Context: an optimization exercise on an open-source flow, tuned for small area, a short achievable clock period and few clock cycles per item. The choices shown serve that exercise and are no tape-out recipe.
Power and IR drop assume default switching activity.

==> v27: inputs <==
==> flow/design.v <==
module fce (
    input  wire        clk,
    input  wire        rst,         
    input  wire        bus_req,
    input  wire        bus_we,
    input  wire [3:0]  bus_addr,
    input  wire [31:0] bus_wdata,
    output reg  [31:0] bus_rdata,
    output wire        irq
);
    localparam A_ID     = 4'h0;
    localparam A_CMD    = 4'h1;
    localparam A_STATUS = 4'h2;
    localparam A_IRQEN  = 4'h3;
    localparam A_DIN    = 4'h4;
    localparam A_KIN    = 4'h5;
    localparam A_DOUT   = 4'h6;
    localparam A_KEY    = 4'h7;
    localparam A_RK03   = 4'h8;
    localparam A_RK47   = 4'h9;
    localparam [31:0] ID_VALUE = 32'h46434531;
    function [3:0] sbox;
        input [3:0] n;
        begin
            sbox[0] = n[0] ^ n[1] ^ (n[0] & n[1]) ^ n[2] ^ (n[0] & n[1] & n[2])
                    ^ (n[1] & n[3]) ^ (n[0] & n[1] & n[3]) ^ (n[1] & n[2] & n[3]);
            sbox[1] = n[1] ^ (n[0] & n[1]) ^ (n[0] & n[2]) ^ (n[1] & n[3])
                    ^ (n[2] & n[3]) ^ (n[0] & n[2] & n[3]) ^ (n[1] & n[2] & n[3]);
            sbox[2] = (n[0] & n[1]) ^ (n[0] & n[2]) ^ (n[1] & n[2]) ^ n[3]
                    ^ (n[1] & n[3]) ^ (n[0] & n[1] & n[3]);
            sbox[3] = n[1] ^ n[2] ^ n[3] ^ (n[0] & n[3]) ^ (n[1] & n[3])
                    ^ (n[2] & n[3]) ^ (n[1] & n[2] & n[3]);
        end
    endfunction
    function [7:0] rotl8;
        input [7:0] b;
        input integer n;
        begin
            rotl8 = (b << n) | (b >> (8 - n));
        end
    endfunction
    function [63:0] sched;
        input [15:0] k;
        reg   [7:0]  t [0:7];
        integer      j;
        begin
            t[0] = k[7:0];
            t[1] = k[15:8];
            for (j = 2; j < 8; j = j + 1)
                t[j] = rotl8(t[j-1], 3) ^ rotl8(t[j-2], 5);
            sched = {t[7], t[6], t[5], t[4], t[3], t[2], t[1], t[0]};
        end
    endfunction
    function [7:0] g8;
        input [7:0] y;
        begin
            g8 = rotl8({sbox(y[7:4]), sbox(y[3:0])}, 2);
        end
    endfunction
    function [7:0] pick;
        input       c2;
        input       c0;
        input [7:0] a;
        input [7:0] b;
        input [7:0] c;
        begin
            pick = c2 ? (c0 ? c : b) : a;
        end
    endfunction
    reg [31:0] last_cmd;      
    reg        busy;
    reg        done;
    reg        err_any;
    reg [1:0]  ec;            
    reg        key_valid;
    reg        overrun;
    reg        done_ie;
    reg [15:0] din;
    reg [15:0] kin;
    reg [15:0] dout;
    reg [15:0] key;
    reg        ph;
    reg [15:0] pkin;
    reg [7:0]  st_y;
    reg [7:0]  st_e1;
    reg [7:0]  st_e2;
    reg [7:0]  kp;
    reg [7:0]  kq;
    wire [3:0] errcode = {1'b0, ec[1] & ~ec[0], ec[1] & ec[0], ec[0]};
    wire       err     = ec[1] | ec[0];
    wire        wr     = bus_req && bus_we;
    wire        wr_cmd = wr && (bus_addr == A_CMD);
    wire        accept = wr_cmd && !busy;
    wire [31:0] c      = bus_wdata;
    wire        legal  = (c[31:3] == 29'd0) || (c[31:4] == 28'd0 && c[3:0] == 4'd6);
    wire        op_lk  = legal && c[3:0] == 4'd1;
    wire        op_del = legal && c[3:0] == 4'd2;
    wire        op_ed  = legal && (c[3:0] == 4'd3 || c[3:0] == 4'd4);
    wire        op_cmp = legal && c[3:0] == 4'd5;
    wire        op_sb  = legal && c[3:0] == 4'd6;
    wire        w2 = c[2];
    wire        w0 = c[0];
    wire        r2 = last_cmd[2];
    wire        r0 = last_cmd[0];
    wire        r_cmp = r2 & r0;
    wire        r_dec = r2 & ~r0;
    wire [63:0] kk = sched(key);        
    wire [15:0] kn = kin;
    wire [7:0]  kn2 = rotl8(kn[15:8], 3) ^ rotl8(kn[7:0], 5);
    wire [7:0]  k0w = pick(w2, w0, kk[7:0],   kk[63:56], kn[7:0]);
    wire [7:0]  k1w = pick(w2, w0, kk[15:8],  kk[55:48], kn[15:8]);
    wire [7:0]  k2w = pick(w2, w0, kk[23:16], kk[47:40], kn2);
    function [7:0] kstep;
        input       dec;
        input [7:0] a;       
        input [7:0] b;       
        begin
            kstep = dec ? (rotl8(b, 6) ^ rotl8(a, 3)) : (rotl8(b, 3) ^ rotl8(a, 5));
        end
    endfunction
    wire [7:0]  s1 = kp;
    wire [7:0]  s2 = kq;
    wire [7:0]  s3 = kstep(r_dec, s1, s2);
    wire [7:0]  s4r = kstep(r_dec, s2, s3);
    wire [7:0]  s5 = kstep(r_dec, s3, s4r);
    wire [7:0]  s6 = kstep(r_dec, s4r, s5);
    wire [7:0]  s4 = ph ? 8'd0 : s4r;
    wire [7:0]  y1b = g8(st_y) ^ st_e1;
    wire [7:0]  r1b = y1b ^ s1;
    wire [7:0]  y2b = g8(y1b) ^ st_e2;
    wire [7:0]  r2b = y2b ^ s2;
    wire [7:0]  y3b = g8(y2b) ^ (r1b ^ s3);
    wire [7:0]  r3b = y3b ^ s3;
    wire [7:0]  g3b = g8(y3b);
    wire [7:0]  y4b = g3b ^ (r2b ^ s4);
    wire [15:0] cipher = {y4b, r3b};
    always @(posedge clk) begin
        if (busy) begin
            st_y  <= y4b;
            st_e1 <= r3b ^ s5;
            st_e2 <= g3b ^ (r2b ^ s6);
        end else begin
            st_y  <= din[7:0]  ^ k0w;
            st_e1 <= din[15:8] ^ k1w;
            st_e2 <= din[7:0]  ^ k2w;
        end
        if (accept)
            pkin <= kin;
        kp <= busy ? s5 : k1w;
        kq <= busy ? s6 : k2w;
    end
    wire [31:0] wd = rst ? 32'd0 : bus_wdata;
    always @(posedge clk) begin
        if (rst || (wr && bus_addr == A_DIN))   din      <= wd[15:0];
        if (rst || (wr && bus_addr == A_KIN))   kin      <= wd[15:0];
        if (rst || (wr && bus_addr == A_IRQEN)) done_ie  <= wd[0];
        if (rst || accept)                      last_cmd <= wd;
    end
    always @(posedge clk) begin
        if (rst) begin
            busy      <= 1'b0;
            ph        <= 1'b0;
            done      <= 1'b0;
            err_any   <= 1'b0;
            ec        <= 2'd0;
            key_valid <= 1'b0;
            overrun   <= 1'b0;
            dout      <= 16'd0;
            key       <= 16'd0;
        end else begin
            if (wr && bus_addr == A_STATUS) begin
                if (bus_wdata[1]) done    <= 1'b0;
                if (bus_wdata[3]) err_any <= 1'b0;
                if (bus_wdata[9]) overrun <= 1'b0;
            end
            if (wr_cmd && busy)
                overrun <= 1'b1;
            if (accept) begin
                if (!legal) begin
                    done    <= 1'b1;
                    ec      <= 2'b10;
                    err_any <= 1'b1;
                end else if (op_ed && !key_valid) begin
                    done    <= 1'b1;
                    ec      <= 2'b01;
                    err_any <= 1'b1;
                end else if (op_sb && din[15:4] != 12'd0) begin
                    done    <= 1'b1;
                    ec      <= 2'b11;
                    err_any <= 1'b1;
                end else if (op_ed || op_cmp) begin
                    busy <= 1'b1;
                    ph   <= 1'b0;
                    done <= 1'b0;
                    ec   <= 2'b00;
                end else begin
                    done <= 1'b1;
                    ec   <= 2'b00;
                    if (op_sb)
                        dout <= {12'd0, sbox(din[3:0])};
                    if (op_lk) begin
                        key       <= kin;
                        key_valid <= 1'b1;
                    end
                    if (op_del) begin
                        key       <= 16'd0;
                        key_valid <= 1'b0;
                    end
                end
            end
            if (busy) begin
                ph <= 1'b1;
                if (ph) begin
                    busy <= 1'b0;
                    done <= 1'b1;
                    dout <= cipher;
                    if (r_cmp) begin
                        key       <= pkin;
                        key_valid <= 1'b1;
                    end
                end
            end
        end
    end
    always @(*) begin
        case (bus_addr)
            A_ID:     bus_rdata = ID_VALUE;
            A_CMD:    bus_rdata = last_cmd;
            A_STATUS: bus_rdata = {22'd0, overrun, key_valid, errcode,
                                   err_any, err, done, busy};
            A_IRQEN:  bus_rdata = {31'd0, done_ie};
            A_DIN:    bus_rdata = {16'd0, din};
            A_KIN:    bus_rdata = {16'd0, kin};
            A_DOUT:   bus_rdata = {16'd0, dout};
            A_KEY:    bus_rdata = {16'd0, key};
            A_RK03:   bus_rdata = kk[31:0];
            A_RK47:   bus_rdata = kk[63:32];
            default:  bus_rdata = 32'd0;
        endcase
    end
    assign irq = done_ie & done;
endmodule
==> flow/flow/run.sh <==
#!/bin/bash
# Standard ORFS layout (the standard.sh), with Yosys's adder extraction
# turned off: with ADDER_MAP_FILE empty the synthesis skips extract_fa, so
# the XORs of the cipher rounds are left to ABC instead of being mapped to
# half-adder cells. Registers and everything else are as standard.sh makes
# them. Each tool's own log is under orfs/logs/; make's output is in
# flow.log.
set -euo pipefail
export ADDER_MAP_FILE=
bash standard.sh > flow.log 2>&1
==> flow/standard.sh <==
#!/bin/bash
# synth_recipe.tcl (not shown) runs the flow's synth.tcl, then flattens the netlist and writes it again
# the make line also repeats each setting of config.mk as NAME=value (left out here)
make -C /OpenROAD-flow-scripts/flow DESIGN_CONFIG=/design/flow/config.mk WORK_HOME=/design/flow/orfs CLKGATE_MAP_FILE= SYNTH_SCRIPT=/design/flow/synth_recipe.tcl "${@:-finish}"
==> flow/config.mk <==
export PLATFORM = sky130hd
export DESIGN_NAME = fce
export DESIGN_NICKNAME = fce
export VERILOG_FILES = /design/flow/design.v
export SDC_FILE = /design/flow/constraint.sdc
export NUM_CORES = 4
export LEC_CHECK = 0
export CAP_MARGIN = 20
export CORE_MARGIN = 2
export CORE_UTILIZATION = 60
export SETUP_SLACK_MARGIN = 1.5
export SLEW_MARGIN = 20
==> flow/constraint.sdc <==
create_clock -name core_clock -period 7.0 [get_ports {clk}]
set_input_delay 1.4000 -clock core_clock [delete_from_list [all_inputs] [get_ports {clk}]]
set_output_delay 1.4000 -clock core_clock [all_outputs]
set_load 0.01 [all_outputs]
==> v11: changes against v27 <==
--- a/flow/design.v
+++ b/flow/design.v
@@ -22,14 +22,24 @@
     function [3:0] sbox;
         input [3:0] n;
         begin
-            sbox[0] = n[0] ^ n[1] ^ (n[0] & n[1]) ^ n[2] ^ (n[0] & n[1] & n[2])
-                    ^ (n[1] & n[3]) ^ (n[0] & n[1] & n[3]) ^ (n[1] & n[2] & n[3]);
-            sbox[1] = n[1] ^ (n[0] & n[1]) ^ (n[0] & n[2]) ^ (n[1] & n[3])
-                    ^ (n[2] & n[3]) ^ (n[0] & n[2] & n[3]) ^ (n[1] & n[2] & n[3]);
-            sbox[2] = (n[0] & n[1]) ^ (n[0] & n[2]) ^ (n[1] & n[2]) ^ n[3]
-                    ^ (n[1] & n[3]) ^ (n[0] & n[1] & n[3]);
-            sbox[3] = n[1] ^ n[2] ^ n[3] ^ (n[0] & n[3]) ^ (n[1] & n[3])
-                    ^ (n[2] & n[3]) ^ (n[1] & n[2] & n[3]);
+            case (n)
+                4'h0: sbox = 4'h0;
+                4'h1: sbox = 4'h1;
+                4'h2: sbox = 4'hB;
+                4'h3: sbox = 4'hD;
+                4'h4: sbox = 4'h9;
+                4'h5: sbox = 4'hE;
+                4'h6: sbox = 4'h6;
+                4'h7: sbox = 4'h7;
+                4'h8: sbox = 4'hC;
+                4'h9: sbox = 4'h5;
+                4'hA: sbox = 4'h8;
+                4'hB: sbox = 4'h3;
+                4'hC: sbox = 4'hF;
+                4'hD: sbox = 4'h2;
+                4'hE: sbox = 4'h4;
+                default: sbox = 4'hA;
+            endcase
         end
     endfunction
     function [7:0] rotl8;
CORE_UTILIZATION = 40   (was 60)
SETUP_SLACK_MARGIN = not set   (was 1.5)
==> impl_results.md <==
- Status: complete, no violations
- Layout cell share with drive strength beyond 1: 8.03%
- Clock group power: 0.958 mW
- Cell Count, Final, Fillers Out: 1698
- Gate Count Post-Synth: 1279
- M3 GR Usage: 3.59%
- Met2 Use GR: 40.3%
- 1st-pass router iterations: 6
-- figures above: v11

==> impl_results.md <==
- Flop2flop setup slack: 1.70 ns
- Status: complete, no violations
- Biggest consumer: combinational logic
- M3 GR Usage: 6.70%
- Cell Count, Final, Fillers Out: 1627
- 1st-pass router iterations: 7
- Met2 Use GR: 59.5%
- Clock group power: 0.974 mW
-- figures above: v27

No run of this note included a check of the RTL's function; only the layout flow was run.

re-timing with driven ports:
The flow's constraints put no driver on any port. The routed layouts listed below were extracted and timed again, unchanged, in two steps. Step 1: set_driving_cell puts a clkbuf_16 on clk and a buf_2 on each other input, an assumption about the parent block. Step 2 moves the port delays by t, midway between the first and last clock arrival at a register: inputs arrive t later, outputs are due t later. That takes back most of the time a late clock gives input paths. Three values: ideal ports, drivers, drivers and shift; two values: the first two.
| run | shift t [ns] | setup slack, ns | worst setup path after step 2 | worst slew at a driven data input, ns |
|---|---|---|---|---|
| v27 | 0.479 | 1.675 / 1.648 / 1.648 | input to output | 0.04 |
| v11 | 0.499 | 1.498 / 1.472 / 1.472 | input to output | 0.05 |
After both steps setup and hold are still met in every run listed. For v27, which loses most, drivers alone change the setup slack by -0.027 ns; drivers and shift together by -0.027 ns.
